Source: an optimization exercise on an open RTL-to-GDS flow (aim: small area, a short achievable clock period and few clock cycles). Production flows keep margins and buffers that such runs may drop.
At most, simulation tests tie the RTL to the original design; equivalence was not proved.

exp/quartz:
==> module iir_padd, before the edit <==
module iir_padd #(parameter W = 24) (
    input  wire [W-1:0] a,
    input  wire [W-1:0] b,
    output wire [W-1:0] s0,
    output wire [W-1:0] s1,
    output wire         c0,
    output wire         c1
);
    localparam L = (W > 32) ? 6 : (W > 16) ? 5 : (W > 8) ? 4 : (W > 4) ? 3 : (W > 2) ? 2 : 1;
    wire [(L+1)*W-1:0] g;
    wire [(L+1)*W-1:0] p;
    assign g[W-1:0] = a & b;
    assign p[W-1:0] = a ^ b;
    genvar l, i;
    generate
        for (l = 0; l < L; l = l + 1) begin : g_lvl
            for (i = 0; i < W; i = i + 1) begin : g_bit
                if (i >= (1 << l)) begin : g_c
                    assign g[(l+1)*W+i] = g[l*W+i] | (p[l*W+i] & g[l*W+i-(1<<l)]);
                    assign p[(l+1)*W+i] = p[l*W+i] & p[l*W+i-(1<<l)];
                end else begin : g_p
                    assign g[(l+1)*W+i] = g[l*W+i];
                    assign p[(l+1)*W+i] = p[l*W+i];
                end
            end
        end
    endgenerate
    wire [W-1:0] gt = g[L*W +: W];
    wire [W-1:0] pt = p[L*W +: W];
    wire [W:0]   k0 = {gt, 1'b0};
    wire [W:0]   k1 = {gt | pt, 1'b1};
    assign s0 = p[W-1:0] ^ k0[W-1:0];
    assign s1 = p[W-1:0] ^ k1[W-1:0];
    assign c0 = k0[W];
    assign c1 = k1[W];
endmodule
Settings: LEC_CHECK=0, ABC_AREA=1, CAP_MARGIN=20, CORE_MARGIN=2, CORE_UTILIZATION=55, PLACE_DENSITY=0.75, SLEW_MARGIN=20; clock period 72.0 ns.
standard.sh (not shown) runs the stock make flow with config.mk's settings and CLKGATE_MAP_FILE= SYNTH_SCRIPT=/design/flow/synth_recipe.tcl, a recipe that flattens the netlist after the stock synthesis.
==> flow/flow/run.sh <==
#!/bin/bash
set -o pipefail
bash standard.sh SETUP_SLACK_MARGIN=56 finish 2>&1 | tee make_finish.log
Testbench counts of exp/quartz, summed over its fixed seeds: cycles 16,008.
For exp/amber, these inputs were changed with respect to exp/quartz:
--- a/flow/design.v
+++ b/flow/design.v
@@ -86,5 +86,5 @@
     output wire         c1
 );
-    localparam L = (W > 32) ? 6 : (W > 16) ? 5 : (W > 8) ? 4 : (W > 4) ? 3 : (W > 2) ? 2 : 1;
+    localparam L = $clog2(W);
     wire [(L+1)*W-1:0] g;
     wire [(L+1)*W-1:0] p;
==> run notes <==
- Wire length across exp/quartz and exp/amber: no real change.
- exp/amber against exp/quartz: worst hold slack ~0 delta, count of clock-buffer cells in the layout ~0 delta, non-filler instance count after layout ~0 delta, total core area ~0 delta.
- On flip-flop and latch share of the layout cell area, exp/amber tracks exp/quartz almost exactly.
- Reported for exp/quartz and exp/amber, cell count along the critical path turned out identical to the last digit.
- Re setup slack: no difference whatsoever between exp/quartz and exp/amber.
Only the layout flow was run in exp/amber; the RTL was not checked for function there.

========
alpha:
iir_line with an RTL version that a note above also has.
For scale: ~2600 flip-flops, roughly 0.18 mm2 of cells after synthesis.
Settings: LEC_CHECK=0, ABC_AREA=1, CAP_MARGIN=20, CORE_MARGIN=2, CORE_UTILIZATION=55, PLACE_DENSITY=0.75, SLEW_MARGIN=20; clock period 72.0 ns.
==> flow/flow/run.sh <==
#!/bin/bash
set -o pipefail
bash standard.sh SETUP_SLACK_MARGIN=56 "BUFFER_PORTS_ARGS=-buffer_cell sky130_fd_sc_hd__buf_2" finish 2>&1 | tee make_finish.log
Here is what was changed in the inputs of beta compared with alpha.
--- a/flow/design.v
+++ b/flow/design.v
@@ -76,25 +76,25 @@
             assign neg[i] = b3 & ~(bx[3*i+2] & bx[3*i+1] & bx[3*i]);
         end
     endgenerate
 endmodule
 module iir_padd #(parameter W = 24) (
     input  wire [W-1:0] a,
     input  wire [W-1:0] b,
     output wire [W-1:0] s0,
     output wire [W-1:0] s1,
     output wire         c0,
     output wire         c1
 );
-    localparam L = $clog2(W);
+    localparam L = (W > 32) ? 6 : (W > 16) ? 5 : (W > 8) ? 4 : (W > 4) ? 3 : (W > 2) ? 2 : 1;
     wire [(L+1)*W-1:0] g;
     wire [(L+1)*W-1:0] p;
     assign g[W-1:0] = a & b;
     assign p[W-1:0] = a ^ b;
     genvar l, i;
     generate
         for (l = 0; l < L; l = l + 1) begin : g_lvl
             for (i = 0; i < W; i = i + 1) begin : g_bit
                 if (i >= (1 << l)) begin : g_c
                     assign g[(l+1)*W+i] = g[l*W+i] | (p[l*W+i] & g[l*W+i-(1<<l)]);
                     assign p[(l+1)*W+i] = p[l*W+i] & p[l*W+i-(1<<l)];
                 end else begin : g_p
@@ -2267,24 +2267,27 @@
         .ye(b_zero ? 10'h200 : b_e), .ym(b_zero ? 25'd0 : b_m25),
         .sub(1'b0),
         .nan(y_nan), .inf(y_inf), .zero(y_zero), .s(y_s), .e(y_e), .m(y_m), .r(y_r));
     wire [31:0] y_w, b_w;
     iir_pack u_pack (
         .nan (s3_pass ? y_nan  : b_nan),  .inf(s3_pass ? y_inf : b_inf),
         .zero(s3_pass ? y_zero : b_zero), .s  (s3_pass ? y_s   : b_s),
         .e   (s3_pass ? y_e    : b_e),    .m  (s3_pass ? y_m   : b_m),
         .r   (s3_pass ? y_r    : b_r),    .w  (y_w));
     assign b_w = y_w;
     wire y_v    = ~stall & s3_v & s3_pass;
     wire o_free = ov_n | out_ready;
+    wire ld_sk  = sk_v & o_free;
+    wire ld_y   = ~sk_v & y_v & o_free;
+    wire o_hold = ~(ld_sk | ld_y);
     wire s1hold = stall | slow1;
     wire rdy_a  = busy & ~in_done & ~(stall ? slow1 : slow1_n) & ~(s1hold & op_seed);
     wire rdy_b  = ~rdy_n & (last_word | (in_first & ~s1hold));
     wire rdy_c  = (sk_v | y_v) & ~ov_n;
     wire rdy_nx = busy ? (rdy_a & ~(in_valid & rdy_b) & ~(~out_ready & rdy_c)) : start;
     reg busy_n, done_n, sk_v_n, seed_n, o_v_n;
     always @* begin
         busy_n = busy;
         if (!busy && start) busy_n = 1'b1;
         if (!ov_n && out_ready && o_last) busy_n = 1'b0;
         done_n = in_done;
         if (!busy && start) done_n = 1'b0;
@@ -2415,28 +2418,21 @@
             fu_zero <= fw_zero;
             fu_s    <= fw_s;
             fu_e    <= fw_e;
             fu_m    <= fw_m;
             s3_pass <= s2_pass;
             s3_last <= s2_last;
             s3_addr <= s2_addr;
         end else if (!stall) begin
             st0 <= st0_d;               
         end
         if (!stall && s3_v && !s3_pass)
             work[s3_addr] <= b_w;
-        if (sk_v) begin
-            if (o_free) begin
-                o_data <= sk_data;
-                o_last <= sk_last;
-            end
-        end else if (y_v) begin
-            if (o_free) begin
-                o_data <= y_w;
-                o_last <= s3_last;
-            end else begin
-                sk_data <= y_w;
-                sk_last <= s3_last;
-            end
+        if (!sk_v && y_v) begin
+            sk_data <= y_w;
+            sk_last <= s3_last;
         end
+        o_data <= ({32{ld_sk}} & sk_data) | ({32{ld_y}} & y_w) | ({32{o_hold}} & o_data);
+        if (ld_sk) o_last <= sk_last;
+        else if (ld_y) o_last <= s3_last;
     end
 endmodule
==> run notes <==
Transition time of the tightest slew-check pin: beta < alpha. For the global-route usage, beta came in 1.2 points higher than alpha did. Compared with alpha, beta shows a worst setup slack that is 0.022 ns higher. beta vs. alpha: vertical extent of the die fell about 0.36%; part of the cycle the worst path needs about even.
Testbench counts of beta, summed over its fixed seeds: cycles 16,008.
Only the layout flow was run in alpha; the RTL was not checked for function there.

========
Another version of the RTL of iir_line (not shown whole).
Size in the first run: ~18000 cells after synthesis, ~2500 flip-flops, ~240 I/O pins, ~180000 sq um of cells after synthesis.
export LEC_CHECK = 0
export CAP_MARGIN = 20
export CORE_MARGIN = 2
export CORE_UTILIZATION = 55
export PLACE_DENSITY = 0.75
export SLEW_MARGIN = 20
create_clock -name core_clock -period 72.0 [get_ports {clk}]
==> flow/flow/run.sh <==
#!/bin/bash
set -o pipefail
bash standard.sh SETUP_SLACK_MARGIN=56 finish 2>&1 | tee make_finish.log
==> next run, changes <==
--- a/flow/design.v
+++ b/flow/design.v
@@ -119,13 +119,19 @@
     wire        near = esub & (dm1 | d0 | d1 | d2);
     wire [9:0]  eb   = xb ? x_e : ye;
     wire [24:0] bm  = xb ? x_m : y;
     wire [24:0] sm  = xb ? y : x_m;
     wire [27:0] sf0 = {sm, 3'b000};
     wire [27:0] sfs = sf0 >> fsh;
-    wire [27:0] lostm = ~(28'hFFFFFFF << fsh);
+    wire [27:0] lostm;              
+    genvar k;
+    generate
+        for (k = 0; k < 28; k = k + 1) begin : g_lost
+            assign lostm[k] = (k < fsh);
+        end
+    endgenerate
     wire        fst = |(sf0 & lostm);
     wire [27:0] sfa = sfs | {27'd0, fst};
     wire [28:0] bf  = {1'b0, bm, 3'b000};
     wire [28:0] fr  = esub ? (bf - {1'b0, sfa}) : (bf + {1'b0, sfa});
     reg  [23:0] fm;
     reg         fg, fs;
@@ -204,18 +210,29 @@
     wire        top  = p[47];
     wire        sub  = e0[9] | (e0 == 10'd0);
     wire [9:0]  lsub = 10'd24 - e0;
     wire [5:0]  ls   = (~lsub[9] & (lsub > 10'd48)) ? 6'd49 : lsub[5:0];
     wire [5:0]  lA   = sub ? ls : 6'd23;
     wire [5:0]  lB   = sub ? ls : 6'd24;
-    wire [49:0] ohA  = 50'd1 << lA;
-    wire [49:0] ohB  = 50'd1 << lB;
+    wire [49:0] ohA, ohB;           
+    wire [48:0] mkA, mkB;           
+    genvar k;
+    generate
+        for (k = 0; k < 50; k = k + 1) begin : g_oh
+            assign ohA[k] = (lA == k);
+            assign ohB[k] = (lB == k);
+        end
+        for (k = 0; k < 49; k = k + 1) begin : g_mk
+            assign mkA[k] = (k < lA);
+            assign mkB[k] = (k < lB);
+        end
+    endgenerate
     wire        stA  = ({1'b0, tzp} < ({1'b0, lA} - 7'd1));
     wire        stB  = ({1'b0, tzp} < ({1'b0, lB} - 7'd1));
     wire [49:0] oh   = top ? ohB : ohA;
-    wire [48:0] mask = oh[48:0] - 49'd1;
+    wire [48:0] mask = top ? mkB : mkA;
     wire        st   = top ? stB : stA;
     wire [48:0] px   = {1'b0, p};
     wire        g    = |(px & oh[49:1]);
     wire        l    = |(px & oh[48:0]);
     wire        inc  = g & (st | l);
     wire [48:0] ru   = (px | mask) + 49'd1;
@@ -2143,13 +2160,19 @@
     wire [9:0]  eb    = xbig ? xe : ye;
     wire [24:0] bm = xbig ? xm : ym;
     wire [24:0] sm = xbig ? ym : xm;
     wire [4:0]  fsh = (ad > 11'd27) ? 5'd28 : ad[4:0];
     wire [27:0] sf0 = {sm, 3'b000};
     wire [27:0] sfs = sf0 >> fsh;
-    wire [27:0] lostm = ~(28'hFFFFFFF << fsh);
+    wire [27:0] lostm;              
+    genvar k;
+    generate
+        for (k = 0; k < 28; k = k + 1) begin : g_lost
+            assign lostm[k] = (k < fsh);
+        end
+    endgenerate
     wire        fst = |(sf0 & lostm);
     wire [27:0] sfa = sfs | {27'd0, fst};
     wire [28:0] bf  = {1'b0, bm, 3'b000};
     wire [28:0] fr  = esub ? (bf - {1'b0, sfa}) : (bf + {1'b0, sfa});
     reg  [23:0] fm;
     reg         fg, fs;
- The new run finished with timing, DRC and antenna clean
- utilization rises by 0.71 points
- final area barely changes
- worst setup slack gets worse by 0.29 ns
- cell count goes down by 0.95%
Testbench counts after the change, summed over its fixed seeds: cycles 16,008.
Function not checked in the first run of this note: the RTL went through the layout flow alone.

[afterwards: timing with drivers on the ports]
No port has a modelled driver above. Below, the same layouts with a new extraction and two added sets of constraints. Step 1 sets driving cells, clkbuf_16 on the clock port and buf_2 on the other inputs (assumed; they add their load-dependent delay and slew). Step 2 moves the port delays by t, midway between the first and last clock arrival at a register: inputs arrive t later, outputs are due t later. That takes back most of the time a late clock gives input paths. Slacks: no drivers / after step 1 / after step 2; pairs: no drivers / after step 1.
run | shift t [ns] | setup WS [ns] | clock arrival spread, ns
exp/quartz | 1.032 | 56.014 / 55.903 / 55.382 | 0.176 / 0.176
exp/amber | 1.032 | 56.014 / 55.903 / 55.382 | 0.176 / 0.176
alpha | 0.998 | 56.052 / 55.944 / 55.804 | 0.175 / 0.175
beta | 1.030 | 56.074 / 55.950 / 55.526 | 0.194 / 0.194
the first run of note 3 | 0.993 | 56.039 / 55.937 / 55.218 | 0.118 / 0.118
the second run of note 3 | 1.050 | 55.753 / 55.639 / 55.090 | 0.144 / 0.145
After both steps every run listed still meets setup and hold. The setup slack of the first run of note 3, which loses most, moves by -0.102 ns with the drivers and by -0.821 ns with both steps.
